Source: an optimization exercise on an open RTL-to-GDS flow (aim: small area, a short achievable clock period and few clock cycles). Production flows keep margins and buffers that such runs may drop. Only simulation tests tie the RTL to the original design; equivalence was not proved. Power figures rest on the tool's default switching activity, not on a simulated workload.

File: design.v
module pae_a_encoder (
    input  wire       clk,
    input  wire       rst,
    input  wire       start,
    input  wire [3:0] cfg_width,
    input  wire       cfg_swap,
    input  wire [1:0] cfg_mode,
    output wire       busy,
    output wire       done,
    input  wire       in_valid,
    input  wire [7:0] in_data,
    output wire       in_ready,
    output wire       out_valid,
    output wire [7:0] out_data,
    input  wire       out_ready
);
    reg        act;             
    reg        dn;              
    reg [3:0]  wm1;             
    reg [1:0]  md;
    reg        plane;
    reg        first;           
    reg        fin;             
    reg [2:0]  ca;              
    reg [3:0]  cb, cc;
    reg        last;            
    reg [7:0]  ib, ib2;
    reg        ibv, ib2v;
    reg        rle;             
    reg [12:0] m;               
    reg [3:0]  kt;              
    reg [1:0]  ph;              
    reg [7:0]  chk;
    reg [3:0]  cln;
    reg        cv;
    reg        ctl;             
    reg        xr;              
    reg [14:0] acc;
    reg [3:0]  lvl;
    assign busy      = act;
    assign done      = dn;
    assign out_valid = lvl[3];
    assign out_data  = acc[14:7];
    assign in_ready  = act && !ib2v;
    wire [1:0] p0 = ib[7:6], p1 = ib[5:4], p2 = ib[3:2], p3 = ib[1:0];
    wire z0 = (p0 == 2'd0), z1 = (p1 == 2'd0), z2 = (p2 == 2'd0), z3 = (p3 == 2'd0);
    wire allz = z0 & z1 & z2 & z3;
    wire [2:0] lz = !z0 ? 3'd0 : !z1 ? 3'd1 : !z2 ? 3'd2 : !z3 ? 3'd3 : 3'd4;
    wire [10:0] mh = m[12:2];
    reg  [10:0] mhi;
    integer j;
    always @(*) begin
        mhi[0] = !mh[0];
        for (j = 1; j < 11; j = j + 1)
            mhi[j] = mh[j] ^ (&(mh | ~((11'd1 << j) - 11'd1)));
    end
    wire        c  = lz[2] || (lz[1:0] == 2'd3 && m[1:0] != 2'd0) ||
                     (lz[1:0] == 2'd2 && m[1]) || (lz[1:0] == 2'd1 && m[1:0] == 2'd3);
    wire [1:0]  lo = m[1:0] + lz[1:0];
    wire [12:0] mp = {c ? mhi : mh, lo};
    wire        xo = c && ((mh[10:1] & ~mh[9:0]) == 10'd0);
    wire [3:0] ktn = kt + {3'd0, xo};
    wire       big = (ktn > 4'd6);                            
    wire       bg  = (kt > 4'd6);
    wire [2:0] qs  = (bg ? 3'd5 : 3'd7) - kt[2:0];            
    wire [6:0] qv  = bg ? m[12:6] : m[6:0];
    wire [6:0] qa  = qv << qs;                                 
    wire [7:0] rc  = xr ? {2'b10, qa[6:1]} : {1'b0, qa};
    wire [3:0] rcl = 4'd8 - {1'b0, qs} + {3'd0, xr};
    reg [7:0] h0; reg [3:0] l0;
    reg [7:0] h1; reg [3:0] l1;
    reg [7:0] t1; reg [3:0] tl;
    always @(*) begin
        h0 = 8'd0; l0 = 4'd0;
        if (z0) begin
            if (!rle) l0 = 4'd2;
        end else begin
            h0 = {p0, 6'd0}; l0 = 4'd2;
        end
        if (z1) begin
            if (!z0) l0 = l0 + 4'd2;
        end else if (z0 && !rle) begin
            h0 = {4'b0000, p1, 2'b00}; l0 = 4'd6;              
        end else begin
            h0 = h0 | ({p1, 6'd0} >> l0); l0 = l0 + 4'd2;
        end
    end
    always @(*) begin
        h1 = 8'd0; l1 = 4'd0;
        if (z2) begin
            if (!z1) l1 = 4'd2;
        end else if (z1 && !(rle && z0)) begin
            h1 = {1'b0, z0, p2, 4'd0}; l1 = 4'd4;             
        end else begin
            h1 = {p2, 6'd0}; l1 = 4'd2;
        end
        if (z3) begin
            if (!z2) l1 = l1 + 4'd2;
        end else if (z2 && !(rle && z0 && z1)) begin
            if (z1 && z0) begin                                
                h1 = {4'b1000, p3, 2'b00}; l1 = 4'd6;          
            end else begin
                h1 = h1 | ({1'b0, z1, p3, 4'd0} >> l1); l1 = l1 + 4'd4;
            end
        end else begin
            h1 = h1 | ({p3, 6'd0} >> l1); l1 = l1 + 4'd2;
        end
        t1 = 8'd0; tl = 4'd0;
        if (z3 && !(rle && allz)) begin
            if (!z2) begin                                     
                if (last) tl = 4'd2;
            end else if (!z1) begin                            
                if (last) begin t1 = 8'b01_000000; tl = 4'd2; end
            end else if (!z0) begin                            
                if (last) begin t1 = 8'b1000_0000; tl = 4'd4; end
                else      begin t1 = 8'b1_0000000; tl = 4'd1; end
            end else begin                                     
                if (last) begin t1 = 8'b1001_0000; tl = 4'd4; end
                else      begin t1 = 8'b1_0000000; tl = 4'd1; end
            end
        end
        h1 = h1 | (t1 >> l1);
        l1 = l1 + tl;
    end
    wire [7:0] hb = h0 | (h1 >> l0);
    wire [3:0] lb = l0 + l1;
    reg lng;
    always @(*) begin
        case ({rle, last, z0, z1, z2, z3})
        6'b00_0010, 6'b00_0100, 6'b00_0101, 6'b00_1000, 6'b00_1001, 6'b00_1010,
        6'b01_0001, 6'b01_0010, 6'b01_0100, 6'b01_0101, 6'b01_1000, 6'b01_1001,
        6'b01_1010, 6'b01_1011, 6'b01_1101,
        6'b10_0010, 6'b10_0100, 6'b10_0101,
        6'b11_0001, 6'b11_0010, 6'b11_0100, 6'b11_0101:
            lng = 1'b1;
        default:
            lng = 1'b0;
        endcase
    end
    wire tail_st  = !first && ph == 2'd0 && rle && (!allz || last);
    wire zero_st  = !first && ph == 2'd0 && rle && allz && !last;
    wire short_st = !first && (ph[1] || (ph == 2'd0 && !rle));
    wire consume  = zero_st || (short_st && (ph == 2'd3 || !lng));
    reg  [7:0] ch;
    reg  [3:0] cl;
    always @(*) begin
        ch = 8'd0; cl = 4'd0;
        if (first) begin
            if (!plane)          begin ch = {!z0, 7'd0};              cl = 4'd1; end
            else if (md == 2'd0) begin ch = {1'b0, !z0, 6'd0};        cl = 4'd2; end
            else                 begin ch = {1'b1, md[1], !z0, 5'd0}; cl = 4'd3; end
        end else if (ph == 2'd1) begin
            ch = {m[5:0], 2'b00}; cl = 4'd6;
        end else if (tail_st) begin
            ch = 8'd0; cl = 4'd0;
        end else if (zero_st) begin
            ch = {xo, 7'd0}; cl = {3'd0, xo};
        end else if (ph == 2'd3) begin
            ch = h1; cl = l1;
        end else if (lng) begin
            ch = h0; cl = l0;
        end else begin
            ch = hb; cl = lb;
        end
    end
    wire        pop   = lvl[3] && out_ready;
    wire        ins   = cv && (!lvl[3] || out_ready);
    wire [14:0] acc_s = pop ? {acc[6:0], 8'd0} : acc;
    wire [3:0]  lvl_s = pop ? {1'b0, lvl[2:0]} : lvl;
    wire [7:0]  ech   = ctl ? rc : chk;
    wire [3:0]  ecl   = ctl ? rcl : cln;
    wire [14:0] acc_n = ins ? (acc_s | ({ech, 7'd0} >> lvl[2:0])) : acc_s;
    wire [3:0]  lvl_a = ins ? (lvl_s + ecl) : lvl_s;
    wire        fl    = fin && (!cv || ins);                  
    wire [3:0]  lvl_n = (fl && lvl_a != 4'd0 && !lvl_a[3]) ? 4'd8 : lvl_a;
    wire go   = act && !fin && ibv && (!cv || ins);
    wire take = go && consume;
    always @(posedge clk) begin
        if (rst) begin
            act  <= 1'b0;
            dn   <= 1'b0;
            lvl  <= 4'd0;
            ibv  <= 1'b0;
            ib2v <= 1'b0;
            cv   <= 1'b0;
        end else begin
            dn <= 1'b0;
            if (act) begin
                if (take) begin
                    if (ib2v) begin
                        ib   <= ib2;
                        ib2v <= 1'b0;
                    end else if (in_valid && in_ready) begin
                        ib   <= in_data;
                    end else begin
                        ibv  <= 1'b0;
                    end
                end else if (in_valid && in_ready) begin
                    if (ibv) begin
                        ib2  <= in_data;
                        ib2v <= 1'b1;
                    end else begin
                        ib   <= in_data;
                        ibv  <= 1'b1;
                    end
                end
                acc <= acc_n;
                lvl <= lvl_n;
                if (go) begin
                    chk <= ch;
                    cln <= cl;
                    ctl <= tail_st;
                    xr  <= xo;
                    cv  <= 1'b1;
                end else if (ins) begin
                    cv  <= 1'b0;
                end
                if (go) begin
                    if (first) begin
                        first <= 1'b0;
                        rle   <= z0;
                        m     <= 13'd1;
                        kt    <= 4'd1;
                    end else if (take) begin
                        ph <= 2'd0;
                        if (zero_st) begin
                            m  <= mp;
                            kt <= ktn;
                        end else begin
                            kt  <= (z3 && z2 && z1) ? 4'd2 : 4'd1;
                            rle <= z3;
                            m   <= (!z3) ? 13'd1 : (!z2) ? 13'd2 : (!z1) ? 13'd3 :
                                   (!z0) ? 13'd4 : 13'd5;
                        end
                        ca <= ca - 3'd1;
                        last <= (ca == 3'd1) && (cb == 4'd0) && (cc == 4'd0);
                        if (ca == 3'd0) begin
                            cb <= cb - 4'd1;
                            if (cb == 4'd0) begin
                                cb <= wm1;
                                cc <= cc - 4'd1;
                                if (cc == 4'd0) cc <= wm1;
                            end
                        end
                        if (last) begin
                            if (!plane) begin
                                plane <= 1'b1;
                                first <= 1'b1;
                            end else begin
                                fin <= 1'b1;
                            end
                        end
                    end else if (tail_st) begin
                        m  <= mp;
                        kt <= ktn;
                        ph <= big ? 2'd1 : 2'd2;
                    end else if (ph == 2'd1) begin
                        ph <= 2'd2;
                    end else begin
                        ph <= 2'd3;
                    end
                end
                if (fl && lvl_n == 4'd0) begin
                    act <= 1'b0;
                    dn  <= 1'b1;
                end
            end
            if (start && !act) begin
                act   <= 1'b1;
                wm1   <= cfg_width - 4'd1;
                md    <= cfg_mode;
                ca    <= 3'd7;
                cb    <= cfg_width - 4'd1;
                cc    <= cfg_width - 4'd1;
                last  <= 1'b0;
                plane <= 1'b0;
                first <= 1'b1;
                fin   <= 1'b0;
                ph    <= 2'd0;
                acc   <= {cfg_width, cfg_width, cfg_swap, 6'd0};
                lvl   <= 4'd9;
            end
        end
    end
endmodule
File: run.sh
#!/bin/bash
# synth_recipe.tcl (not shown) runs the flow's synth.tcl, then flattens the netlist and writes it again
# the make line also repeats each setting of config.mk as NAME=value (left out here)
make -C /OpenROAD-flow-scripts/flow DESIGN_CONFIG=/design/flow/config.mk WORK_HOME=/design/flow/orfs CLKGATE_MAP_FILE= SYNTH_SCRIPT=/design/flow/synth_recipe.tcl finish
File: config.mk
export PLATFORM = sky130hd
export DESIGN_NAME = pae_a_encoder
export DESIGN_NICKNAME = pae_a_encoder
export VERILOG_FILES = /design/flow/design.v
export SDC_FILE = /design/flow/constraint.sdc
export NUM_CORES = 4
export LEC_CHECK = 0
export ABC_AREA = 1
export CAP_MARGIN = 20
export CORE_MARGIN = 2
export CORE_UTILIZATION = 55
export PLACE_DENSITY = 0.75
export SETUP_SLACK_MARGIN = 3.9
export SLEW_MARGIN = 20
File: constraint.sdc
create_clock -name core_clock -period 7.0 [get_ports {clk}]
set_input_delay 1.4000 -clock core_clock [delete_from_list [all_inputs] [get_ports {clk}]]
set_output_delay 1.4000 -clock core_clock [all_outputs]
set_load 0.01 [all_outputs]
==> results.toml, run 1 <==
[setup_path]
r2r_start = "kt[2]"
r2r-end = "dn"
reg2regPathDepth = 13
cp-end-kind = "register"
cp.required_ps = 7250
crit_fanout = 11
cp-start-kind = "register"
r2r_slack_ps = 3970
worst-setup-path-type = "register to register"
crit_arrival_ps = 3290

[timing]
grt_setup_unrepaired = "yes"
slew_violations = 0
max_slew_margin = 0.4783
finalSetupTns_ps = 0
setup_slack_ps = 3966
fin_crit_sh = 0.4334
finalSetupViolCount = 0
hold_slack_ps = 545.1
final.min_clock_period_ps = 3034
worst_pin_slew_ps = 779.7
fmax_mhz = 329.6
hold_viol = 0
fin_worst_skew_ps = 6.489

[placed_design]
gp_congestion = 0.9280
dp_slack_ps = 3072
io_buffers = 31
post-dp-hpwl_um = 12400

[route]
routed_via_density = 5.835
ant_nets = 0
routed_wl_um = 16720
drc_errors = 0
wl_per_cell_um = 16.24
drt_iter0_drc = 551
vias = 6010
dr.pass1.iters = 7

[grt]
grt_start_max_net_pins = 28
grt-ovfl-total = 0
gr-usage-all-layers = 0.2662
grt_pass1_wl_um = 27570
first_global_vias = 5823
antenna_found_initial = 0

[clocking]
cts_tree = "done"
clockBufferDepth = 2
htreeDepth = 3
path_clk_slew_ps = 60
cts_made_buffers = 9
cts-root-buf = "clkbuf_16"
clock-sinks = 95
clk_latency_ps = 350

[min_path]
whs_path_depth = 2
hp-start = "lvl[2]"
whs_endpoint = "lvl[2]"
hold_class = "register to register"

[power_and_ir_drop]
ir_worst_vdd_mv = 0.1566
finalPower_mw = 1.276
swShare = 0.2446
switchingPower_mw = 0.3120
p_int_mw = 0.9637
p_per_area_nw_per_um2 = 165.2
clkPwrFrac = 0.371
p_seq_frac = 0.512
cellLeakagePower_nw = 3.336
power_frac_comb = 0.117

[logic_synthesis]
async_reset_ff_frac = 0
synth-main-ff-cell = "edfxtp_1"
yosysSeqAreaShare = 0.4128
mappedNetlistArea_um2 = 6693
syn_inst = 835
syn_area_per_cell_um2 = 8.015
ys.warnings.count = 1
synth_cell_types = 58
ys_seq_elements = 95
synth_nets = 882
synth-edff-count = 86

[layout]
drive_gt1_frac = 0.1370
syn2layout_area_growth_pct = 15.39
nets = 925
diodes = 0

[floorplanning]
core_area_um2 = 11960
pin_count = 32
die_w_um = 114.3
start_util = 0.5595
die_y_um = 114.3
rows = 40
die_area_um2 = 13070

[run_status]
status = "no timing/DRC/antenna violations"

[job]
cap_viol_max_count = 0
Yosys cell counts, types with 10 or more instances:
cell      count  area, um2
a21oi_1      51      255.2
clkbuf_1     15      56.30
edfxtp_1     86       2582
ha_1         24      300.3
inv_1       102      382.9
nand2_1     162      608.1
nand3_1     102      510.5
nand4_1      12      75.07
nor2_1       73      274.0
nor3_1       13      65.06
o21ai_0      55      275.3
xor2_1       10      87.58
worst max-delay path by stage:
stage	start	endpoint	slack (ps)	depth (start not counted)
after floorplan	rst	kt[0]	3920	4
after global placement	start	wm1[3]	3160	6
after detailed placement	start	wm1[3]	3070	6
after CTS	out_ready	ib2[0]	3890	7
after global routing	kt[2]	lvl[1]	3840	15
final	kt[2]	dn	3970	13
state kept, by name, summed over array words and instances, names as in the netlist, 8 cells and up:
name / cells
ib2: 8
ib: 8
acc: 15
chk: 8
m: 13
layer usage:
layer,share of wire,up-vias,GRT usage
met4,0.031,0,0.1122
met1,0.44,2798,0.3440
met5,0,-,0
met3,0.054,43,0.04764
met2,0.48,236,0.4421
li1,-,2933,-
cell usage in the layout, fill, tap and decap left out, types with 7 or more instances in the layout:
cell type	instances
clkdlybuf4s50_1	29
nor2_1	64
mux2_4	8
dfxtp_1	8
nand2_4	9
nor3_1	11
clkbuf_16	10
buf_4	28
nand3_1	102
edfxtp_1	86
nand4_1	12
a21oi_1	50
nor2_4	7
xor2_1	10
nand2_1	159
ha_1	23
inv_2	10
inv_1	100
o21ai_0	53
power groups by stage:
stage	Sequential [mW]	Clock [mW]	Combinational [mW]
floorplan	0.659	0	0.0980
global placement	0.664	0	0.134
global route	0.654	0.501	0.165
CTS	0.653	0.481	0.142
detailed placement	0.665	0	0.138
finish	0.653	0.474	0.149
area by class of cell:
| cell class | instances | area [um2] |
|---|---|---|
| fill | 1012 | 4239 |
| multi-input combinational | 596 | 3501 |
| sequential | 95 | 2764 |
| timing repair buffer | 60 | 545.5 |
| inverter | 116 | 447.9 |
| clock buffer | 14 | 265.3 |
| tap | 147 | 183.9 |
| clock inverter | 2 | 15.01 |
critical path, stage by stage, from the launching register on:
cell      delay, ps
edfxtp_1        460
nand3_4         170
nand2_4         100
ha_4            300
ha_1            300
nand2_1          70
nand2_1          90
fa_1            470
o21ai_0         210
inv_1            90
nor3_1          180
inv_1           100
buf_4           140
nor4_2          250
stage by stage:
step             util  area [um2]  instances
6_report       0.6456        7722       1030
5_1_grt        0.6456        7722       1030
4_1_cts        0.6277        7508       1013
3_5_place_dp   0.5910        7069        987
3_3_place_gp   0.5910        7069        987
2_1_floorplan       -        6706        835
kinds of logic after synthesis:
kind of cell               after synthesis  share of synthesized area
muxes                                   12                    0.02393
xor gates and xnor gates                12                    0.01570
buffers and inverters                  144                    0.08730
and+or+nand+nor                        395                     0.2733
DFF                                     95                     0.4128
AOI/OAI and AO/OA                      150                     0.1331
adders and majority gates               27                    0.05384
what timing repair did:
item / in CTS / in global routing
setup endpoints to repair: 74 / 98
setup buffers: 10 / 17
gates cloned: 0 / 0
endpoints found under the hold margin: 0 / 0
resized for setup: 21 / 21
pin swaps: 4 / 11
hold buffers: 0 / 0
Testbench counts, summed over its fixed seeds: cycles 57,578.
==> run 2: changes to the inputs <==
--- a/design.v
+++ b/design.v
@@ -26,6 +26,7 @@
     reg        last;            
     reg [7:0]  ib, ib2;
     reg        ibv, ib2v;
+    reg        irdy;            
     reg        rle;             
     reg [12:0] m;               
     reg [3:0]  kt;              
@@ -41,7 +42,7 @@
     assign done      = dn;
     assign out_valid = lvl[3];
     assign out_data  = acc[14:7];
-    assign in_ready  = act && !ib2v;
+    assign in_ready  = irdy;
     wire [1:0] p0 = ib[7:6], p1 = ib[5:4], p2 = ib[3:2], p3 = ib[1:0];
     wire z0 = (p0 == 2'd0), z1 = (p1 == 2'd0), z2 = (p2 == 2'd0), z3 = (p3 == 2'd0);
     wire allz = z0 & z1 & z2 & z3;
@@ -175,6 +176,12 @@
     wire [3:0]  lvl_n = (fl && lvl_a != 4'd0 && !lvl_a[3]) ? 4'd8 : lvl_a;
     wire go   = act && !fin && ibv && (!cv || ins);
     wire take = go && consume;
+    wire ib2v_nx = act && !take && ((in_valid && irdy && ibv) || ib2v);
+    wire act_nx  = act ? !(fl && lvl_n == 4'd0) : start;
+    always @(posedge clk) begin
+        if (rst) irdy <= 1'b0;
+        else     irdy <= act_nx && !ib2v_nx;
+    end
     always @(posedge clk) begin
         if (rst) begin
             act  <= 1'b0;
--- a/config.mk
+++ b/config.mk
@@ -8,7 +8,7 @@
 export ABC_AREA = 1
 export CAP_MARGIN = 20
 export CORE_MARGIN = 2
-export CORE_UTILIZATION = 55
-export PLACE_DENSITY = 0.75
-export SETUP_SLACK_MARGIN = 3.9
+export CORE_UTILIZATION = 40
+export PLACE_DENSITY = 0.6
+export SETUP_SLACK_MARGIN = 3.7
 export SLEW_MARGIN = 20
==> run 2 against run 1 <==
Effect of this change: largest power group unchanged; register-to-register slack got worse by 20 ps; highest routed layer unchanged; first-iteration DRC count shrank 16%; via count down 2.3%.
==> results.toml, run 2 <==
[run_status]
status = "no timing/DRC/antenna violations"

[logic_synthesis]
syn_inst = 871
synth_common_cells = "195 x nand2_1, 106 x inv_1, 99 x nand3_1"
synth-edff-count = 86
synth_nets = 918
yosysMostFrequentCell = "nand2_1"
ys_seq_elements = 96
synth-main-ff-cell = "edfxtp_1"
ys.warnings.count = 1
yosys-top-cells-area = "edfxtp_1 38%, nand2_1 11%, nand3_1 7.4%"
async_reset_ff_frac = 0
mappedNetlistArea_um2 = 6733
syn_area_per_cell_um2 = 7.730
synth_cell_types = 52
yosysSeqAreaShare = 0.4133
synth_top_area_cell = "edfxtp_1"
synth_top_area_share = 0.3836

[placed_design]
io_buffers = 31
dp_slack_ps = 2700
gp_congestion = 0.9054
post-dp-hpwl_um = 12200

[clocking]
cts_tree = "done"
cts_hold_buf = 0
path_clk_slew_ps = 70
cts_made_buffers = 9
clockBufferDepth = 2
clk_latency_ps = 350
cts-root-buf = "clkbuf_16"
clock-sinks = 96
htreeDepth = 3

[setup_path]
cp.required_ps = 7020
crit_arrival_ps = 3160
crit_fanout = 30
worst-setup-path-type = "input pin to register"
crit_buf_inv = 3
critPathTopFamily = "buffers and inverters"
slowest_stage = "clkdlybuf4s50_1"
cp-start-kind = "input pin"
crit_path_cell_trace = "clkdlybuf4s50_1, inv_1, nor2_1, inv_1, nand2_1, o21ai_0, nor2_1"
cp-end-kind = "register"
cpPeakStageDelay_ps = 490

[route]
routed_via_density = 5.274
drc_errors = 0
routed_wl_um = 16350
vias = 5870
ant_nets = 0
drt_iter0_drc = 465
dr.pass1.iters = 5
wl_per_cell_um = 14.69

[timing]
hold_viol = 0
slew_violations = 0
finalSetupViolCount = 0
finalSetupTns_ps = 0
setup_slack_ps = 3862
final.min_clock_period_ps = 3138
fmax_mhz = 318.7
grt_setup_unrepaired = "yes"
fin_crit_sh = 0.4482
fin_worst_skew_ps = 13.34
worst_pin_slew_ps = 953.5
max_slew_margin = 0.3636

[layout]
top_register = "acc"
layout_common_cells = "194 x nand2_1, 105 x inv_1, 99 x nand3_1, 86 x edfxtp_1, 67 x nor2_1"
largest_reg_flops = 15
biggestRegsByFlops = "acc (15), m (13)"
diodes = 0
syn2layout_area_growth_pct = 13.23
utilization = 0.4613
layout_commonest_cell = "nand2_1"
drive_gt1_frac = 0.09406
nets = 935

[grt]
gr-usage-all-layers = 0.1908
antenna_found_initial = 0
grt_start_max_net_pins = 31
first_global_vias = 5612
grt_pass1_wl_um = 27460
grt-ovfl-total = 0

[job]
cap_viol_max_count = 0

[floorplanning]
core_area_um2 = 16520
pin_count = 32
die_y_um = 133.7
die_area_um2 = 17890
die_w_um = 133.7
start_util = 0.4074
rows = 47

[power_and_ir_drop]
finalPower_mw = 1.295
p_per_area_nw_per_um2 = 169.8
cellLeakagePower_nw = 3.233
ir_worst_vdd_mv = 0.1289

[min_path]
hold_class = "register to register"
-- run 2: cell types whose count changed after synthesis, sizes merged, moves of 3 or more --
cell / change
nand4: +3
mux2: -8
buf: +6
a21oi: +4
nand3: -3
o211ai: -5
inv: +3
o21ai: +8
nand2: +34
-- run 2: worst paths after layout --
kind / to / slack [ps] / cells after the start / startpoint
hold / removal: ib2v / 480 / 2 / ib2v
setup / recovery: cb[1] / 3860 / 7 / start
hold reg to reg: ib2v / 480 / 2 / ib2v
setup reg to reg: ph[0] / 3950 / 14 / ib[1]
-- run 2: cells by family after synthesis --
logic type                 synth area share
xor gates and xnor gates            0.01431
AOI/OAI and AO/OA                    0.1319
and+or+nand+nor                      0.2881
buffers and inverters               0.09440
adders and majority gates           0.05352
muxes                              0.004460
DFF                                  0.4133
-- run 2: per-layer routing --
| layer | vias up | GRT usage | part of all wire | wire length [um] |
|---|---|---|---|---|
| met2 | 114 | 0.3105 | 0.47 | 7753 |
| met3 | 25 | 0.02930 | 0.030 | 492 |
| met4 | 0 | 0.06915 | 0.019 | 317 |
| met5 | - | 0 | 0 | 0 |
| li1 | 2987 | - | - | - |
| met1 | 2744 | 0.2578 | 0.48 | 7790 |
-- run 2: worst min-delay path, cell delays in order (launching register included) --
cell and delay [ps]:
dfxtp_1 320, nand2_1 60, a21oi_1 60
-- run 2: power by group --
group	switching (mW)	total, mW	leakage (nW)	internal, mW
clock network	0.221	0.501	0.137	0.280
logic	0.0827	0.137	2.23	0.0542
registers	0.0136	0.657	0.869	0.643
-- run 2: cell type report --
class	count	area, um2
sequential	96	2783
tap	220	275.3
clock buffer	12	236.5
inverter	118	452.9
timing repair buffer	40	390.4
fill	1617	8901
multi-input combinational	623	3431
clock inverter	4	55.05
-- run 2: repair_timing --
item | in CTS | in global routing
setup buffers | 5 | 2
setup endpoints to repair | 41 | 21
resized for setup | 9 | 15
pin swaps | 1 | 1
-- run 2: stage by stage --
step	instance area [um2]	instances	hold slack [ps]
after floorplan	6744	871	451.2
after global placement	7154	1090	468.8
final	7624	1113	479.6
after detailed placement	7154	1090	472.9
after CTS	7548	1111	482.8
after global routing	7624	1113	501.8
Testbench counts of run 2, summed over its fixed seeds: cycles 57,578.
==> run 3: changes to the inputs <==
--- a/config.mk
+++ b/config.mk
@@ -10,5 +10,5 @@
 export CORE_MARGIN = 2
 export CORE_UTILIZATION = 40
 export PLACE_DENSITY = 0.6
-export SETUP_SLACK_MARGIN = 3.7
+export SETUP_SLACK_MARGIN = 4.2
 export SLEW_MARGIN = 20
==> run 3 against run 2 <==
Effect of this change: still clean; worst setup slack better by 310 ps; clock skew down 7.0 ps; maximum frequency up 11%; die area is the same; count of clock-buffer cells in the layout fell by 1; critical endpoint is now irdy; largest cell class unchanged; largest power group unchanged.
==> results.toml, run 3 <==
[timing]
final.min_clock_period_ps = 2826
finalSetupTns_ps = 0
hold_slack_ps = 480.6
fin_crit_sh = 0.4037
hold_viol = 0
max_slew_margin = 0.4886
slew_violations = 0
grt_setup_unrepaired = "yes"
fin_worst_skew_ps = 6.292
worst_pin_slew_ps = 766.3
fmax_mhz = 353.8
finalSetupViolCount = 0

[logic_synthesis]
yosysSeqAreaShare = 0.4133
synth_nets = 918
ys_seq_elements = 96
syn_inst = 871
synth-main-ff-cell = "edfxtp_1"
ys.warnings.count = 1
synth_common_cells = "195 x nand2_1, 106 x inv_1, 99 x nand3_1"
yosysMostFrequentCell = "nand2_1"
syn_area_per_cell_um2 = 7.730
synth-edff-count = 86
synth_cell_types = 52
mappedNetlistArea_um2 = 6733
async_reset_ff_frac = 0
synth_top_area_cell = "edfxtp_1"
yosys-top-cells-area = "edfxtp_1 38%, nand2_1 11%, nand3_1 7.4%"
synth_top_area_share = 0.3836

[setup_path]
crit_arrival_ps = 3070
r2r_start = "kt[0]"
reg2regPathDepth = 15
cp-start-kind = "register"
r2r-end = "irdy"
cp.required_ps = 7250
cp-end-kind = "register"
worst-setup-path-type = "register to register"
r2r_slack_ps = 4170
crit_fanout = 4
cp-startpoint = "kt[0]"
cp-endpoint = "irdy"

[job]
cap_viol_max_count = 0

[grt]
grt-ovfl-total = 0
grt_pass1_wl_um = 28570
antenna_found_initial = 0
grt_start_max_net_pins = 22
first_global_vias = 5811
gr-usage-all-layers = 0.1987

[route]
routed_wl_um = 17450
ant_nets = 0
routed_via_density = 5.250
drc_errors = 0
drt_iter0_drc = 472
vias = 6100
wl_per_cell_um = 15.02
dr.pass1.iters = 5

[layout]
regArea_um2 = 2786
multi_input_area_um2 = 3661
layout_common_cells = "186 x nand2_1, 99 x nand3_1, 92 x inv_1, 86 x edfxtp_1, 61 x nor2_1"
fillers = 1568
top_register = "acc"
layout_commonest_cell = "nand2_1"
nets = 984
biggestRegsByFlops = "acc (15), m (13)"
largest_reg_flops = 15
drive_gt1_frac = 0.1921
diodes = 0
syn2layout_area_growth_pct = 22.49

[floorplanning]
pin_count = 32
die_w_um = 133.7
rows = 47
die_area_um2 = 17890
start_util = 0.4074
die_y_um = 133.7
core_area_um2 = 16520

[clocking]
cts_tree = "done"
clockBufferDepth = 2
cts_hold_buf = 0
path_clk_slew_ps = 70
clock-sinks = 96
htreeDepth = 3
cts-root-buf = "clkbuf_16"
cts_made_buffers = 9
clk_latency_ps = 360

[run_status]
status = "no timing/DRC/antenna violations"

[placed_design]
post-dp-hpwl_um = 12320
io_buffers = 31
gp_congestion = 0.9416

[power_and_ir_drop]
cellLeakagePower_nw = 3.493
clkPwrFrac = 0.388
p_seq_frac = 0.500
p_int_mw = 0.9852
switchingPower_mw = 0.3300
ir_worst_vdd_mv = 0.1168
power_frac_comb = 0.113
swShare = 0.2509
p_per_area_nw_per_um2 = 159.5

[min_path]
hold_class = "register to register"
-- run 3: cell counts after synthesis --
No cell type changed its count.
-- run 3: stage by stage --
| stage | utilization | std cells | power, mW | worst slack, ps | area, um2 |
|---|---|---|---|---|---|
| 2_1_floorplan | - | 871 | 0.7589 | 4128 | 6813 |
| 3_3_place_gp | 0.4371 | 1091 | 0.8050 | 3299 | 7223 |
| 6_report | 0.4991 | 1162 | 1.315 | 4174 | 8247 |
| 4_1_cts | 0.4834 | 1145 | 1.323 | 4180 | 7988 |
| 5_1_grt | 0.4991 | 1162 | 1.365 | 4015 | 8247 |
| 3_5_place_dp | 0.4371 | 1091 | 0.8056 | 3281 | 7223 |
-- run 3: how the worst min path moves through the flow --
| stage | slack, ps | endpoint | cells past startpoint | from |
|---|---|---|---|---|
| after floorplan | 450 | ibv | 2 | ibv |
| after detailed placement | 480 | ibv | 2 | ibv |
| after CTS | 490 | ibv | 2 | ibv |
| final | 480 | ibv | 2 | ibv |
| after global placement | 480 | ibv | 2 | ibv |
| after global routing | 500 | ibv | 2 | ibv |
-- run 3: layout make-up --
class / count / area share
clock buffer: 11 / 0.02822
clock inverter: 5 / 0.007890
inverter: 118 / 0.05462
multi-input combinational: 624 / 0.4439
sequential: 96 / 0.3379
tap: 220 / 0.03338
timing repair buffer: 88 / 0.09407
-- run 3: critical path, stage by stage (launching register included) --
cell,delay (ps)
edfxtp_1,490
nand3_4,150
nand2_4,60
ha_4,290
ha_4,210
nand2_4,70
nand2_4,60
fa_1,460
o21ai_1,150
inv_1,70
nor2_1,90
inv_1,60
nor3_2,210
nand2_2,100
o21ai_2,190
nor2_1,60
-- run 3: kinds of logic (layout without fill, tap and decap cells) --
group / Yosys count / count (layout) / synth area share
AO/OA/AOI/OAI: 155 / 155 / 0.1319
adder cells (fa/ha/maj): 27 / 27 / 0.05352
flip-flops: 96 / 96 / 0.4133
AND/OR/NAND/NOR: 427 / 428 / 0.2881
buffers and inverters: 152 / 222 / 0.09440
XOR/XNOR: 11 / 11 / 0.01431
multiplexers: 3 / 3 / 0.004460
-- run 3: power by group through the flow --
stage	Combinational (mW)	Sequential, mW	Clock [mW]
after global routing	0.166	0.659	0.540
final	0.148	0.657	0.510
after detailed placement	0.135	0.670	0
after global placement	0.135	0.670	0
after floorplan	0.0950	0.664	0
after CTS	0.144	0.657	0.521
-- run 3: layer usage --
metal | vias up | track usage | part of all wire
li1 | 3088 | - | -
met1 | 2853 | 0.2655 | 0.47
met2 | 128 | 0.3248 | 0.47
met3 | 31 | 0.02664 | 0.030
met4 | 0 | 0.08274 | 0.025
met5 | - | 0 | 0
-- run 3: repair_timing --
item                       CTS  global route
resized for setup           51            33
setup buffers               38            16
setup endpoints to repair  108            73
hold endpoints to repair     0             0
pin swaps                   25            30
cloned                       0             1
==> run 4: changes to the inputs <==
--- a/config.mk
+++ b/config.mk
@@ -10,5 +10,5 @@
 export CORE_MARGIN = 2
 export CORE_UTILIZATION = 40
 export PLACE_DENSITY = 0.6
-export SETUP_SLACK_MARGIN = 4.2
+export SETUP_SLACK_MARGIN = 3.9
 export SLEW_MARGIN = 20
==> run 4 against run 3 <==
Effect of this change: still clean on timing, DRC and antenna; worst setup slack lost 170 ps; final cell count shrank 1.8%; utilization shrank 2.1 points; routed wire length shrank 2.4%; maximum frequency shrank 5.6%; hold slack gained 6.3 ps; clock power grew 4.5%; synthesized cell count is the same; combinational power shrank 3%; largest cell class unchanged; largest power group unchanged.
==> results.toml, run 4 <==
[route]
routed_wl_um = 17030
drc_errors = 0
routed_via_density = 5.252
dr.pass1.iters = 6
ant_nets = 0
drt_iter0_drc = 468
wl_per_cell_um = 14.92
vias = 5993

[layout]
fillers = 1586
stdcell_area_um2 = 7904
drive_gt1_frac = 0.1357
largest_reg_flops = 15
multi_input_area_um2 = 3473
layout_commonest_cell = "nand2_1"
diodes = 0
regArea_um2 = 2783
syn2layout_area_growth_pct = 17.39
top_register = "acc"
biggestRegsByFlops = "acc (15), m (13)"
layout_common_cells = "192 x nand2_1, 102 x inv_1, 99 x nand3_1, 86 x edfxtp_1, 62 x nor2_1"
nets = 963

[floorplanning]
die_area_um2 = 17890
core_area_um2 = 16520
die_y_um = 133.7
rows = 47
die_w_um = 133.7
pin_count = 32
start_util = 0.4074

[setup_path]
crit_arrival_ps = 3000
r2r_slack_ps = 4050
cp.required_ps = 7010
crit_fanout = 8
cp-end-kind = "register"
cp-start-kind = "input pin"
worst-setup-path-type = "input pin to register"

[timing]
slew_violations = 0
fmax_mhz = 334.0
fin_crit_sh = 0.4278
grt_setup_unrepaired = "yes"
finalSetupViolCount = 0
finalSetupTns_ps = 0
final.min_clock_period_ps = 2994
fin_worst_skew_ps = 9.620
worst_pin_slew_ps = 764.0
max_slew_margin = 0.4901
hold_viol = 0
setup_slack_ps = 4006
hold_slack_ps = 486.9

[logic_synthesis]
synth-edff-count = 86
syn_inst = 871
mappedNetlistArea_um2 = 6733
syn_area_per_cell_um2 = 7.730
ys.warnings.count = 1
synth_top_area_cell = "edfxtp_1"
synth-main-ff-cell = "edfxtp_1"
synth_cell_types = 52
yosys-top-cells-area = "edfxtp_1 38%, nand2_1 11%, nand3_1 7.4%"
ys_seq_elements = 96
async_reset_ff_frac = 0
synth_common_cells = "195 x nand2_1, 106 x inv_1, 99 x nand3_1"
synth_top_area_share = 0.3836
yosysSeqAreaShare = 0.4133
yosysMostFrequentCell = "nand2_1"
synth_nets = 918

[clocking]
cts-root-buf = "clkbuf_16"
cts_made_buffers = 9
htreeDepth = 3
path_clk_slew_ps = 70
clock-sinks = 96
clk_latency_ps = 360
cts_hold_buf = 0
cts_tree = "done"
clockBufferDepth = 2

[grt]
grt-ovfl-total = 0
grt_pass1_wl_um = 27900
antenna_found_initial = 0
gr-usage-all-layers = 0.1955
grt_start_max_net_pins = 22
first_global_vias = 5682

[run_status]
status = "no timing/DRC/antenna violations"

[power_and_ir_drop]
power_frac_comb = 0.107
swShare = 0.2547
p_per_area_nw_per_um2 = 168.7
ir_worst_vdd_mv = 0.1350
p_int_mw = 0.9938
cellLeakagePower_nw = 3.387
clkPwrFrac = 0.400
switchingPower_mw = 0.3396
p_seq_frac = 0.493
finalPower_mw = 1.333

[placed_design]
gp_congestion = 0.9468
dp_slack_ps = 2978
dpl_cell_area_um2 = 7163
post-dp-hpwl_um = 12320
io_buffers = 31

[min_path]
hold_class = "register to register"

[job]
cap_viol_max_count = 0
run 4: cell types whose count changed in the layout (fill, tap and decap cells not counted), sizes merged:
cell / before / now
clkbuf: 11 / 10
buf: 57 / 36
clkdlybuf4s50: 29 / 31
dlygate4sd2: 2 / 0
clkinvlp: 2 / 4
nand2: 206 / 205
run 4: through the flow:
| step | utilization | instances |
|---|---|---|
| after global routing | 0.4783 | 1141 |
| after global placement | 0.4335 | 1090 |
| after detailed placement | 0.4335 | 1090 |
| after floorplan | - | 871 |
| final | 0.4783 | 1141 |
| after CTS | 0.4621 | 1117 |
run 4: area by class of cell:
class / count / area share
Clock inverter: 6 / 0.009182
Multi-Input combinational cell: 623 / 0.4394
Inverter: 118 / 0.05778
Timing Repair Buffer: 67 / 0.07551
Timing Repair inverter: 1 / 0.0009498
Sequential cell: 96 / 0.3521
Clock buffer: 10 / 0.03024
Tap cell: 220 / 0.03483
run 4: logic make-up after synthesis:
logic type	after synthesis	synth area share
compound gates	155	0.1319
xor+xnor	11	0.01431
fa+ha+maj	27	0.05352
buf+inv	152	0.09440
flops	96	0.4133
mux	3	0.004460
simple gates	427	0.2881
run 4: what timing repair did:
action	4_1_cts	5_1_grt
gates cloned	1	0
pin swaps	2	10
endpoints found under the setup margin	62	57
setup buffers	10	24
resized for setup	16	25
run 4: critical path, cell delays in order:
cell and delay (ps):
clkdlybuf4s50_1 430, nor2_2 190, nand2_1 110, nand2_1 250
a21oi_4 110, buf_4 170, nor2_2 330
run 4: per-layer routing:
layer | GRT usage | up-vias | wire [um]
li1 | - | 3040 | -
met1 | 0.2642 | 2760 | 7973
met2 | 0.3208 | 165 | 8040
met3 | 0.02930 | 28 | 676
met4 | 0.06678 | 0 | 337
met5 | 0 | - | 0
run 4: power by group through the flow:
stage	Sequential [mW]	Clock (mW)	Combinational [mW]
after detailed placement	0.671	0	0.132
after global placement	0.670	0	0.131
after CTS	0.657	0.542	0.139
after floorplan	0.664	0	0.0932
final	0.657	0.533	0.143
after global routing	0.660	0.561	0.161
run 4: worst paths after layout:
kind / startpoint / endpoint / depth (start not counted)
hold / removal: ibv / ibv / 2
setup reg to reg: kt[0] / irdy / 16
hold reg to reg: ibv / ibv / 2
setup / recovery: out_ready / ib2[1] / 7
==> run 5: changes to the inputs <==
--- a/config.mk
+++ b/config.mk
@@ -10,5 +10,5 @@
 export CORE_MARGIN = 2
 export CORE_UTILIZATION = 40
 export PLACE_DENSITY = 0.6
-export SETUP_SLACK_MARGIN = 3.9
+export SETUP_SLACK_MARGIN = 4.1
 export SLEW_MARGIN = 20
==> run 5 against run 4 <==
Effect of this change: sequential share of layout area down 1.2 points; maximum frequency up 4.9%; count of clock-buffer cells in the layout up 1; combinational power up 3%; utilization up 1.8 points.
==> results.toml, run 5 <==
[layout]
diodes = 0
top_register = "acc"
biggestRegsByFlops = "acc (15), m (13)"
drive_gt1_frac = 0.1853
layout_common_cells = "188 x nand2_1, 99 x nand3_1, 91 x inv_1, 86 x edfxtp_1, 59 x nor2_1"
layout_commonest_cell = "nand2_1"
largest_reg_flops = 15
fillers = 1559
nets = 981
syn2layout_area_growth_pct = 21.71

[timing]
fin_crit_sh = 0.4078
fin_worst_skew_ps = 13.08
finalSetupTns_ps = 0
hold_slack_ps = 481.1
final.min_clock_period_ps = 2854
max_slew_margin = 0.5887
fmax_mhz = 350.3
worst_pin_slew_ps = 615.4
slew_violations = 0
finalSetupViolCount = 0
hold_viol = 0
grt_setup_unrepaired = "yes"

[grt]
gr-usage-all-layers = 0.1951
antenna_found_initial = 0
grt_pass1_wl_um = 27740
first_global_vias = 5560
grt-ovfl-total = 0
grt_start_max_net_pins = 22

[logic_synthesis]
yosys-top-cells-area = "edfxtp_1 38%, nand2_1 11%, nand3_1 7.4%"
ys.warnings.count = 1
syn_inst = 871
syn_area_per_cell_um2 = 7.730
synth_common_cells = "195 x nand2_1, 106 x inv_1, 99 x nand3_1"
mappedNetlistArea_um2 = 6733
synth_fa_ha_area_frac = 0.05352
synthXorXnorAreaFrac = 0.01431
synth_nets = 918
yosysSeqAreaShare = 0.4133
synth_simple_gate_area_frac = 0.2881
synth-main-ff-cell = "edfxtp_1"
async_reset_ff_frac = 0
synth_compound_area_frac = 0.1319
muxShareOfSynthArea = 0.004460
yosysMostFrequentCell = "nand2_1"
synth_top_area_cell = "edfxtp_1"
synth_top_family_by_area = "simple AND/OR/NAND/NOR gates"
synth-edff-count = 86
ys_seq_elements = 96
synth_cell_types = 52
synth_top_area_share = 0.3836

[setup_path]
r2r_slack_ps = 4210
crit_fanout = 7
r2r_start = "kt[1]"
cp.required_ps = 7010
cp-end-kind = "register"
reg2regPathDepth = 16
crit_arrival_ps = 2870
worst-setup-path-type = "input pin to register"
r2r-end = "irdy"
cp-start-kind = "input pin"

[clocking]
cts_tree = "done"
cts-root-buf = "clkbuf_16"
htreeDepth = 3
cts_made_buffers = 9
clk_latency_ps = 360
clockBufferDepth = 2
path_clk_slew_ps = 70
clock-sinks = 96
cts_hold_buf = 0

[route]
vias = 6166
wl_per_cell_um = 15.23
drc_errors = 0
dr.pass1.iters = 5
drt_iter0_drc = 539
routed_wl_um = 17650
routed_via_density = 5.320
ant_nets = 0

[placed_design]
gp_congestion = 0.9033
post-dp-hpwl_um = 12190
io_buffers = 31

[power_and_ir_drop]
ir_worst_vdd_mv = 0.1195
p_per_area_nw_per_um2 = 156.6
cellLeakagePower_nw = 3.469

[floorplanning]
core_area_um2 = 16520
pin_count = 32
start_util = 0.4074
die_area_um2 = 17890
rows = 47
die_y_um = 133.7
die_w_um = 133.7

[min_path]
hold_class = "register to register"
whs_endpoint = "ib2v"
whs_path_depth = 2
hp-start = "ib2v"

[run_status]
status = "no timing/DRC/antenna violations"

[job]
cap_viol_max_count = 0
[run 5: worst max-delay path, stage by stage]
cell,delay [ps]
clkdlybuf4s50_1,480
inv_1,70
nor2_4,160
clkinvlp_4,230
buf_4,200
nor2_2,310
[run 5: worst max path at each step]
| stage | cells past startpoint | from | end | slack [ps] |
|---|---|---|---|---|
| 3_5_place_dp | 6 | rst | cc[1] | 3260 |
| 6_report | 6 | start | wm1[3] | 4150 |
| 5_1_grt | 16 | kt[0] | act | 4040 |
| 3_3_place_gp | 7 | out_ready | m[10] | 3320 |
| 4_1_cts | 7 | start | cb[3] | 4070 |
| 2_1_floorplan | 6 | rst | ca[0] | 4110 |
[run 5: layer usage]
metal  vias up  share of wire  GRT usage
met4         0          0.022    0.07920
met5         -              0          0
met2       176           0.49     0.3165
li1       3085              -          -
met3        34          0.046    0.02892
met1      2871           0.44     0.2617
[run 5: logic make-up after synthesis]
logic type	after synthesis
AOI/OAI and AO/OA	155
xor gates and xnor gates	11
adders and majority gates	27
buffers and inverters	152
DFF	96
muxes	3
and+or+nand+nor	427
[run 5: where the power goes]
group / internal [mW] / leakage, nW / total [mW] / switching [mW]
logic: 0.0591 / 2.46 / 0.147 / 0.0880
registers: 0.644 / 0.869 / 0.658 / 0.0146
clock network: 0.254 / 0.137 / 0.478 / 0.224
[run 5: final cells by class]
| class | count | area [um2] | share of cell area |
|---|---|---|---|
| clock buffers | 11 | 242.7 | 0.02962 |
| clock inverters | 5 | 38.79 | 0.004734 |
| inverters | 118 | 465.4 | 0.05680 |
| multi-input cells | 624 | 3626 | 0.4425 |
| flip-flops and latches | 96 | 2784 | 0.3397 |
| well taps | 220 | 275.3 | 0.03359 |
| repair buffers | 84 | 754.5 | 0.09208 |
| repair inverters | 1 | 7.507 | 0.0009162 |
[run 5: timing repair]
| action | 4_1_cts | 5_1_grt |
|---|---|---|
| endpoints found under the setup margin | 90 | 66 |
| setup buffers | 17 | 34 |
| gates resized for setup | 42 | 46 |
| pin swaps | 8 | 25 |
| hold endpoints to repair | 0 | 0 |
| cloned | 1 | 1 |
[run 5: metrics by stage]
stage	power [mW]	std cells	instance area [um2]	utilization	worst slack, ps
finish	1.283	1159	8194	0.4959	4146
floorplan	0.7582	871	6771	-	4106
CTS	1.290	1124	7764	0.4698	4071
detailed placement	0.8040	1090	7181	0.4345	3255
global route	1.333	1159	8194	0.4959	4045
global placement	0.8033	1090	7181	0.4345	3319
==> run 6: changes to the inputs <==
--- a/config.mk
+++ b/config.mk
@@ -9,6 +9,8 @@
 export CAP_MARGIN = 20
 export CORE_MARGIN = 2
 export CORE_UTILIZATION = 40
+export CTS_BUF_LIST = sky130_fd_sc_hd__clkbuf_8
+export CTS_CLUSTER_SIZE = 40
 export PLACE_DENSITY = 0.6
 export SETUP_SLACK_MARGIN = 4.1
 export SLEW_MARGIN = 20
==> run 6 against run 5 <==
Effect of this change: register-to-register slack worse by 40 ps; routed wire length down 1.9%; final cell count up 0.43%; global-route usage down 0.22 points; power down 10%; largest cell class unchanged; maximum frequency up 0.24%; combinational power about the same; still clean on timing, DRC and antenna; utilization down 0.45 points.
==> results.toml, run 6 <==
[setup_path]
r2r_start = "kt[0]"
slowest_stage = "clkdlybuf4s50_1"
cp_common_cell = "nor2_2"
cp.required_ps = 7050
cp-start-kind = "input pin"
crit_path_cell_trace = "clkdlybuf4s50_1, inv_1, nor2_2, clkinvlp_4, buf_4, nor2_2"
crit_fanout = 6
cp-end-kind = "register"
worst-setup-path-type = "input pin to register"
critPathTopFamily = "buffers and inverters"
reg2regPathDepth = 17
r2r_slack_ps = 4170
crit_arrival_ps = 2890
crit_buf_inv = 4
r2r-end = "irdy"
cpPeakStageDelay_ps = 480

[route]
ant_nets = 0
routed_via_density = 5.250
routed_wl_um = 17320
drt_iter0_drc = 511
drc_errors = 0
dr.pass1.iters = 7
vias = 6111
wl_per_cell_um = 14.88

[floorplanning]
die_w_um = 133.7
pin_count = 32
die_area_um2 = 17890
die_y_um = 133.7
core_area_um2 = 16520
start_util = 0.4074
rows = 47

[run_status]
status = "no timing/DRC/antenna violations"

[timing]
slew_violations = 0
fmax_mhz = 351.2
worst_pin_slew_ps = 617.4
grt_setup_unrepaired = "yes"
hold_slack_ps = 484.6
final.min_clock_period_ps = 2847
max_slew_margin = 0.5874
finalSetupTns_ps = 0
fin_worst_skew_ps = 19.63
fin_crit_sh = 0.4068
finalSetupViolCount = 0
hold_viol = 0

[clocking]
cts_tree = "done"
htreeDepth = 3
clock-sinks = 96
path_clk_slew_ps = 100
cts_made_buffers = 9
clockBufferDepth = 2
cts-root-buf = "clkbuf_8"
clk_latency_ps = 380

[grt]
antenna_found_initial = 0
grt-ovfl-total = 0
grt_pass1_wl_um = 27640
grt_start_max_net_pins = 22
first_global_vias = 5606
gr-usage-all-layers = 0.1929

[power_and_ir_drop]
p_seq_frac = 0.571
swShare = 0.2673
clkPwrFrac = 0.300
switchingPower_mw = 0.3077
p_int_mw = 0.8435
p_per_area_nw_per_um2 = 141.8
ir_worst_vdd_mv = 0.08750
cellLeakagePower_nw = 3.457
power_frac_comb = 0.129

[placed_design]
post-dp-hpwl_um = 12190
io_buffers = 31
dpl_cell_area_um2 = 7181
dp.cells = 1090
gp_congestion = 0.9033

[logic_synthesis]
yosysSeqAreaShare = 0.4133
synth-main-ff-cell = "edfxtp_1"
syn_area_per_cell_um2 = 7.730
synth-edff-count = 86
synth_common_cells = "195 x nand2_1, 106 x inv_1, 99 x nand3_1"
synth_top_area_share = 0.3836
ys_seq_elements = 96
yosys-top-cells-area = "edfxtp_1 38%, nand2_1 11%, nand3_1 7.4%"
yosysMostFrequentCell = "nand2_1"
mappedNetlistArea_um2 = 6733
synth_cell_types = 52
ys.warnings.count = 1
async_reset_ff_frac = 0
synth_nets = 918
syn_inst = 871
synth_top_area_cell = "edfxtp_1"

[job]
cap_viol_max_count = 0

[layout]
regArea_um2 = 2784
fin_cells = 1164
top_register = "acc"
layout_commonest_cell = "nand2_1"
biggestRegsByFlops = "acc (15), m (13)"
stdcell_area_um2 = 8120
layout_common_cells = "187 x nand2_1, 99 x nand3_1, 94 x inv_1, 86 x edfxtp_1, 60 x nor2_1"
largest_reg_flops = 15
drive_gt1_frac = 0.1896
syn2layout_area_growth_pct = 20.61
utilization = 0.4914
fillers = 1569
multi_input_area_um2 = 3633
nets = 986
diodes = 0

[min_path]
hold_class = "register to register"
whs_endpoint = "ib2v"
whs_path_depth = 2
hp-start = "ib2v"
[run 6: cell counts after synthesis]
Identical to the previous run, type by type.
[run 6: cell families (layout without fill, tap and decap cells)]
logic type | after synthesis | in the layout | share of synthesized area
AO/OA/AOI/OAI | 155 | 155 | 0.1319
buffers and inverters | 152 | 225 | 0.09440
multiplexers | 3 | 3 | 0.004460
XOR/XNOR | 11 | 11 | 0.01431
adder cells (fa/ha/maj) | 27 | 27 | 0.05352
AND/OR/NAND/NOR | 427 | 427 | 0.2881
flip-flops | 96 | 96 | 0.4133
[run 6: repair_timing]
| action | in CTS | in global routing |
|---|---|---|
| hold buffers | 0 | 0 |
| endpoints found under the setup margin | 90 | 77 |
| pin swaps | 10 | 27 |
| gates cloned | 1 | 0 |
| resized for setup | 41 | 46 |
| buffers inserted | 19 | 38 |
[run 6: worst min-delay path: stages (launching register included)]
cell,delay [ps]
dfxtp_1,330
nand2_1,60
a21oi_1,60
[run 6: how the worst max path moves through the flow]
stage	from	to	slack [ps]	depth (start not counted)
after detailed placement	rst	cc[1]	3260	6
after floorplan	rst	ca[0]	4110	6
after CTS	out_ready	irdy	4080	13
after global placement	out_ready	m[10]	3320	7
final	start	wm1[3]	4150	6
after global routing	kt[0]	act	4020	17
[run 6: final cells by class]
cell class	count	share of cell area
Clock buffer	10	0.01695
Clock inverter	6	0.005239
Inverter	118	0.05763
Multi-Input combinational cell	623	0.4475
Sequential cell	96	0.3428
Tap cell	220	0.03390
Timing Repair Buffer	90	0.09507
Timing Repair inverter	1	0.0009245
[run 6: power by group through the flow]
stage | combinational, mW | sequential (mW) | clock (mW)
final | 0.148 | 0.657 | 0.346
after global routing | 0.166 | 0.660 | 0.377
after CTS | 0.142 | 0.657 | 0.359
after detailed placement | 0.134 | 0.670 | 0
after global placement | 0.133 | 0.670 | 0
after floorplan | 0.0944 | 0.664 | 0
[run 6: stage by stage]
step / power (mW) / setup slack, ps
after detailed placement: 0.8040 / 3255
after floorplan: 0.7582 / 4106
after global placement: 0.8033 / 3319
final: 1.151 / 4153
after global routing: 1.203 / 4017
after CTS: 1.158 / 4084
[run 6: per-layer routing]
layer | vias to the layer above | wire [um] | global-route usage
li1 | 3087 | - | -
met1 | 2819 | 7848 | 0.2592
met2 | 172 | 8232 | 0.3128
met3 | 33 | 848 | 0.03767
met4 | 0 | 392 | 0.06324
met5 | - | 0 | 0
==> run 7: changes to the inputs <==
--- a/config.mk
+++ b/config.mk
@@ -10,7 +10,6 @@
 export CORE_MARGIN = 2
 export CORE_UTILIZATION = 40
 export CTS_BUF_LIST = sky130_fd_sc_hd__clkbuf_8
-export CTS_CLUSTER_SIZE = 40
 export PLACE_DENSITY = 0.6
-export SETUP_SLACK_MARGIN = 4.1
+export SETUP_SLACK_MARGIN = 4.25
 export SLEW_MARGIN = 20
==> run 7 against run 6 <==
Effect of this change: hold slack better by 7.1 ps; global-route usage is 0.53 points higher; routed wire length is 3.0% higher; cell area rose by 1.8%; still clean; register-to-register slack about the same; sequential power about the same; final cell count up 0.69%; maximum frequency is 0.28% higher; worst setup slack better by 8.0 ps; count of clock-buffer cells in the layout down 1; area after synthesis unchanged; combinational power increased by 6%.
==> results.toml, run 7 <==
[run_status]
status = "no timing/DRC/antenna violations"

[route]
drt_iter0_drc = 536
vias = 6145
routed_via_density = 5.243
dr.pass1.iters = 5
ant_nets = 0
routed_wl_um = 17830
wl_per_cell_um = 15.22
drc_errors = 0

[timing]
slew_violations = 0
finalSetupTns_ps = 0
fin_worst_skew_ps = 16.76
grt_setup_unrepaired = "yes"
fmax_mhz = 352.2
finalSetupViolCount = 0
final.min_clock_period_ps = 2840
fin_crit_sh = 0.4056
worst_pin_slew_ps = 640.3
max_slew_margin = 0.5721
hold_viol = 0
setup_slack_ps = 4160

[floorplanning]
die_w_um = 133.7
die_area_um2 = 17890
core_area_um2 = 16520
pin_count = 32
rows = 47
start_util = 0.4074
die_y_um = 133.7

[clocking]
cts_tree = "done"
clock-sinks = 96
htreeDepth = 3
clk_latency_ps = 390
clockBufferDepth = 2
path_clk_slew_ps = 100
cts-root-buf = "clkbuf_8"
cts_made_buffers = 9

[grt]
grt_util_met1 = 0.2644
grt-ovfl-total = 0
antenna_found_initial = 0
grt_pass1_wl_um = 28230
first_global_vias = 5691
gr-usage-all-layers = 0.1981
grt_use_met2 = 0.3222
met3_usage = 0.03653
grt_start_max_net_pins = 22
top_usage_layer = "met2"

[logic_synthesis]
synth-main-ff-cell = "edfxtp_1"
mappedNetlistArea_um2 = 6733
syn_area_per_cell_um2 = 7.730
synth-edff-count = 86
async_reset_ff_frac = 0
yosysMostFrequentCell = "nand2_1"
ys_seq_elements = 96
synth_top_area_cell = "edfxtp_1"
synth_top_area_share = 0.3836
synth_cell_types = 52
ys.warnings.count = 1
synth_nets = 918
syn_inst = 871
yosysSeqAreaShare = 0.4133
synth_common_cells = "195 x nand2_1, 106 x inv_1, 99 x nand3_1"
yosys-top-cells-area = "edfxtp_1 38%, nand2_1 11%, nand3_1 7.4%"

[setup_path]
crit_fanout = 4
cp-end-kind = "register"
cpPeakStageDelay_ps = 510
crit_arrival_ps = 3150
worst-setup-path-type = "register to register"
slowest_stage = "edfxtp_1"
cp-start-kind = "register"
critPathTopFamily = "adder cells"
crit_path_cell_trace = "nand3_4, nand2_4, ha_4, ha_4, nand2_4, nand2_4, ha_4, a21o_1, a21oi_2, inv_1, a21oi_1, o21ai_2, nand2_2, nor3_2, buf_4, buf_4, o21a_1, nor2_1"
cp.required_ps = 7310
crit_buf_inv = 3

[power_and_ir_drop]
clkPwrFrac = 0.295
swShare = 0.2746
power_frac_comb = 0.136
finalPower_mw = 1.154
ir_worst_vdd_mv = 0.09787
p_int_mw = 0.8368
p_seq_frac = 0.569
switchingPower_mw = 0.3167
cellLeakagePower_nw = 3.531
p_per_area_nw_per_um2 = 139.6

[layout]
syn2layout_area_growth_pct = 22.75
drive_gt1_frac = 0.2059
multi_input_area_um2 = 3717
biggestRegsByFlops = "acc (15), m (13)"
fin_cells = 1172
fillers = 1551
layout_commonest_cell = "nand2_1"
nets = 994
largest_reg_flops = 15
layout_common_cells = "186 x nand2_1, 98 x nand3_1, 92 x inv_1, 86 x edfxtp_1, 63 x buf_4"
diodes = 0
top_register = "acc"
regArea_um2 = 2788

[placed_design]
dp_slack_ps = 3363
dp.cells = 1090
io_buffers = 31
post-dp-hpwl_um = 12300
gp_congestion = 0.9015

[job]
cap_viol_max_count = 0

[min_path]
hold_class = "register to register"
==> run 7: changes by cell type in the layout (fill, tap and decap cells not counted), moves of 3 or more <==
| cell | before | now |
|---|---|---|
| buf_4 | 57 | 63 |
| ha_1 | 18 | 15 |
| dlymetal6s2s_1 | 1 | 4 |
| clkdlybuf4s50_1 | 30 | 24 |
| dlygate4sd2_1 | 0 | 3 |
| inv_2 | 16 | 20 |
==> run 7: final timing paths <==
check / slack [ps] / to / depth (start not counted) / start
max: 4160 / lvl[3] / 18 / kt[0]
min: 490 / ib2v / 2 / ib2v
max reg2reg: 4160 / lvl[3] / 18 / kt[0]
min reg2reg: 490 / ib2v / 2 / ib2v
==> run 7: area by class of cell <==
class,count,share of cell area
Clock inverter,7,0.005905
Tap cell,220,0.03331
Timing Repair inverter,1,0.0009084
Timing Repair Buffer,98,0.1020
Multi-Input combinational cell,623,0.4498
Sequential cell,96,0.3373
Inverter,118,0.05572
Clock buffer,9,0.01499
==> run 7: per-stage QoR <==
step	instance area, um2	util	hold WS (ps)
2_1_floorplan	6842	-	451.2
3_3_place_gp	7243	0.4383	469.4
3_5_place_dp	7243	0.4383	477.7
4_1_cts	7850	0.4751	488.6
5_1_grt	8264	0.5001	513.0
6_report	8264	0.5001	491.7
==> run 7: worst reg2reg max path: cells and delay by family (launching register included) <==
kind                     cells  cell delay, ps
buffers and inverters        3             320
adder cells (fa/ha/maj)      3             690
AO/OA/AOI/OAI                5             680
AND/OR/NAND/NOR              7             580
flip-flops                   1             510
==> run 7: cells by family after synthesis <==
group | synth area share
DFF | 0.4133
AOI/OAI and AO/OA | 0.1319
xor gates and xnor gates | 0.01431
and+or+nand+nor | 0.2881
muxes | 0.004460
adders and majority gates | 0.05352
buffers and inverters | 0.09440
==> run 7: metal layers <==
metal	up-vias	part of all wire
met4	0	0.021
li1	3106	-
met5	-	0
met3	36	0.044
met2	183	0.47
met1	2820	0.46
==> run 7: power by group through the flow <==
stage	clock network, mW	logic, mW	registers, mW
CTS	0.351	0.148	0.656
floorplan	0	0.0958	0.664
global route	0.372	0.175	0.659
finish	0.340	0.157	0.656
global placement	0	0.135	0.670
detailed placement	0	0.136	0.671
==> run 7: what timing repair did <==
item / CTS / global route
hold buffers: 0 / 0
gates resized for setup: 48 / 50
setup buffers: 36 / 29
gates cloned: 1 / 0
setup endpoints to repair: 111 / 95
pin swaps: 29 / 24
==> run 8: changes to the inputs <==
--- a/config.mk
+++ b/config.mk
@@ -11,5 +11,5 @@
 export CORE_UTILIZATION = 40
 export CTS_BUF_LIST = sky130_fd_sc_hd__clkbuf_8
 export PLACE_DENSITY = 0.6
-export SETUP_SLACK_MARGIN = 4.25
+export SETUP_SLACK_MARGIN = 4.1
 export SLEW_MARGIN = 20
==> run 8 against run 7 <==
Effect of this change: still clean on timing, DRC and antenna; register-to-register slack about the same; count of clock-buffer cells in the layout grew 1; final cell count decreased by 0.68%; utilization shrank 0.87 points; clock power grew 2%; area after synthesis stayed put; largest power group unchanged.
==> results.toml, run 8 <==
[setup_path]
crit_buf_inv = 4
crit_path_cell_trace = "clkdlybuf4s50_1, inv_1, nor2_2, clkinvlp_4, buf_4, nor2_2"
worst-setup-path-type = "input pin to register"
r2r_start = "kt[0]"
cp_common_cell = "nor2_2"
cpPeakStageDelay_ps = 480
cp-start-kind = "input pin"
cp-end-kind = "register"
cp-startpoint = "start"
critPathTopFamily = "buffers and inverters"
r2r_slack_ps = 4170
reg2regPathDepth = 17
crit_arrival_ps = 2890
slowest_stage = "clkdlybuf4s50_1"
r2r-end = "irdy"
crit_fanout = 6
cp.required_ps = 7050

[timing]
hold_slack_ps = 484.6
final.min_clock_period_ps = 2847
worst_pin_slew_ps = 617.4
grt_setup_unrepaired = "yes"
fin_crit_sh = 0.4068
finalSetupViolCount = 0
finalSetupTns_ps = 0
max_slew_margin = 0.5874
slew_violations = 0
hold_viol = 0
fin_worst_skew_ps = 19.63
fmax_mhz = 351.2

[clocking]
cts_tree = "done"
cts_made_buffers = 9
cts_hold_buf = 0
cts-root-buf = "clkbuf_8"
clock-sinks = 96
htreeDepth = 3
clockBufferDepth = 2
path_clk_slew_ps = 100
clk_latency_ps = 380

[layout]
top_register = "acc"
regArea_um2 = 2784
syn2layout_area_growth_pct = 20.61
biggestRegsByFlops = "acc (15), m (13)"
largest_reg_flops = 15
layout_commonest_cell = "nand2_1"
stdcell_area_um2 = 8120
drive_gt1_frac = 0.1896
multi_input_area_um2 = 3633
fillers = 1569
layout_common_cells = "187 x nand2_1, 99 x nand3_1, 94 x inv_1, 86 x edfxtp_1, 60 x nor2_1"
nets = 986
fin_cells = 1164
diodes = 0

[logic_synthesis]
yosysSeqAreaShare = 0.4133
yosys-top-cells-area = "edfxtp_1 38%, nand2_1 11%, nand3_1 7.4%"
synth_fa_ha_area_frac = 0.05352
synth-edff-count = 86
yosysMostFrequentCell = "nand2_1"
muxShareOfSynthArea = 0.004460
synth_top_family_by_area = "simple AND/OR/NAND/NOR gates"
synth-main-ff-cell = "edfxtp_1"
ys.warnings.count = 1
ys_seq_elements = 96
synth_simple_gate_area_frac = 0.2881
synth_top_area_share = 0.3836
synth_nets = 918
synthXorXnorAreaFrac = 0.01431
synth_common_cells = "195 x nand2_1, 106 x inv_1, 99 x nand3_1"
synth_cell_types = 52
async_reset_ff_frac = 0
syn_area_per_cell_um2 = 7.730
synth_top_area_cell = "edfxtp_1"
syn_inst = 871
mappedNetlistArea_um2 = 6733
synth_compound_area_frac = 0.1319

[placed_design]
gp_congestion = 0.9033
dp.cells = 1090
dpl_cell_area_um2 = 7181
post-dp-hpwl_um = 12190
io_buffers = 31

[run_status]
status = "no timing/DRC/antenna violations"

[floorplanning]
start_util = 0.4074
core_area_um2 = 16520
die_w_um = 133.7
die_area_um2 = 17890
rows = 47
pin_count = 32
die_y_um = 133.7

[route]
drt_iter0_drc = 511
vias = 6111
routed_wl_um = 17320
wl_per_cell_um = 14.88
dr.pass1.iters = 7
drc_errors = 0
ant_nets = 0
routed_via_density = 5.250

[power_and_ir_drop]
p_per_area_nw_per_um2 = 141.8
finalPower_mw = 1.151
cellLeakagePower_nw = 3.457
ir_worst_vdd_mv = 0.08750

[min_path]
whs_path_depth = 2
hp-start = "ib2v"
whs_endpoint = "ib2v"
hold_class = "register to register"

[grt]
grt_start_max_net_pins = 22
grt-ovfl-total = 0
first_global_vias = 5606
gr-usage-all-layers = 0.1929
antenna_found_initial = 0
grt_pass1_wl_um = 27640

[job]
cap_viol_max_count = 0
[run 8: cell counts after synthesis]
No cell type changed its count.
[run 8: cell families after synthesis]
group,Yosys count
AO/OA/AOI/OAI,155
XOR/XNOR,11
adder cells (fa/ha/maj),27
buffers and inverters,152
flip-flops,96
multiplexers,3
AND/OR/NAND/NOR,427
[run 8: repair_timing]
action                                  CTS  global route
gates resized for setup                  41            46
pin swaps                                10            27
setup buffers                            19            38
endpoints found under the setup margin   90            77
cloned                                    1             0
[run 8: cell type report]
type,instances,share of cell area
clock buffers,10,0.01695
clock inverters,6,0.005239
inverters,118,0.05763
multi-input cells,623,0.4475
flip-flops and latches,96,0.3428
well taps,220,0.03390
repair buffers,90,0.09507
repair inverters,1,0.0009245
[run 8: worst max path at each step]
stage / to / cells after the start
finish: wm1[3] / 6
global placement: m[10] / 7
detailed placement: cc[1] / 6
CTS: irdy / 13
floorplan: ca[0] / 6
global route: act / 17
[run 8: per-stage QoR]
stage / utilization / setup WS, ps
finish: 0.4914 / 4153
CTS: 0.4645 / 4084
global placement: 0.4345 / 3319
global route: 0.4914 / 4017
floorplan: - / 4106
detailed placement: 0.4345 / 3255
[run 8: worst reg2reg max path: stages (launching register included)]
cell	delay, ps
edfxtp_1	420
buf_6	160
clkinvlp_4	150
ha_4	210
inv_4	50
ha_4	200
nand2_4	60
nand2_4	60
ha_4	230
a21o_1	180
a21oi_2	150
inv_2	50
o21ai_2	130
nand2_1	100
nor3_2	190
nand2_1	120
o21ai_2	210
nor2_1	70
[run 8: where the power goes]
part	internal, mW	leakage [nW]	switching, mW
Combinational	0.0599	2.49	0.0881
Clock	0.140	0.0945	0.205
Sequential	0.643	0.869	0.0142
Total	0.843	3.46	0.308
[run 8: per-layer routing]
layer  track usage  vias up  wire [um]
met1        0.2592     2819       7848
met2        0.3128      172       8232
met4       0.06324        0        392
li1              -     3087          -
met3       0.03767       33        848
met5             0        -          0

[what the ideal ports hide]
Ports are ideal in the flow. The routed layouts listed here were re-timed in OpenROAD. Step 1, drivers: a clkbuf_16 drives clk and a buf_2 each remaining input, both assumed. Step 2, shift: input delay + t, output delay - t, t = (earliest + latest rising clock arrival at the registers) / 2. This alone moves slack from input paths to output paths. a / b / c = ideal / step 1 / step 2; a / b = the first two.
run	t (ns)	slack for setup (ns)	worst hold slack (ns)	clock arrival spread, ns	slew at the worst register clock pin (ns)
run 1	0.393	3.966 / 3.966 / 3.602	0.545 / 0.545 / 0.545	0.007 / 0.007	0.07 / 0.07
run 2	0.385	3.862 / 3.876 / 3.492	0.480 / 0.480 / 0.480	0.014 / 0.013	0.07 / 0.07
run 3	0.396	4.174 / 4.174 / 3.889	0.481 / 0.481 / 0.481	0.008 / 0.008	0.07 / 0.07
run 4	0.398	4.006 / 3.969 / 3.628	0.487 / 0.487 / 0.487	0.010 / 0.010	0.08 / 0.08
run 5	0.393	4.146 / 4.126 / 3.768	0.481 / 0.481 / 0.481	0.016 / 0.015	0.08 / 0.08
run 6	0.408	4.153 / 4.118 / 3.757	0.485 / 0.485 / 0.485	0.025 / 0.024	0.11 / 0.11
run 7	0.417	4.160 / 4.161 / 3.896	0.492 / 0.492 / 0.492	0.022 / 0.022	0.11 / 0.11
run 8	0.408	4.153 / 4.118 / 3.757	0.485 / 0.485 / 0.485	0.025 / 0.024	0.11 / 0.11
After both steps setup and hold are still met in every run listed.
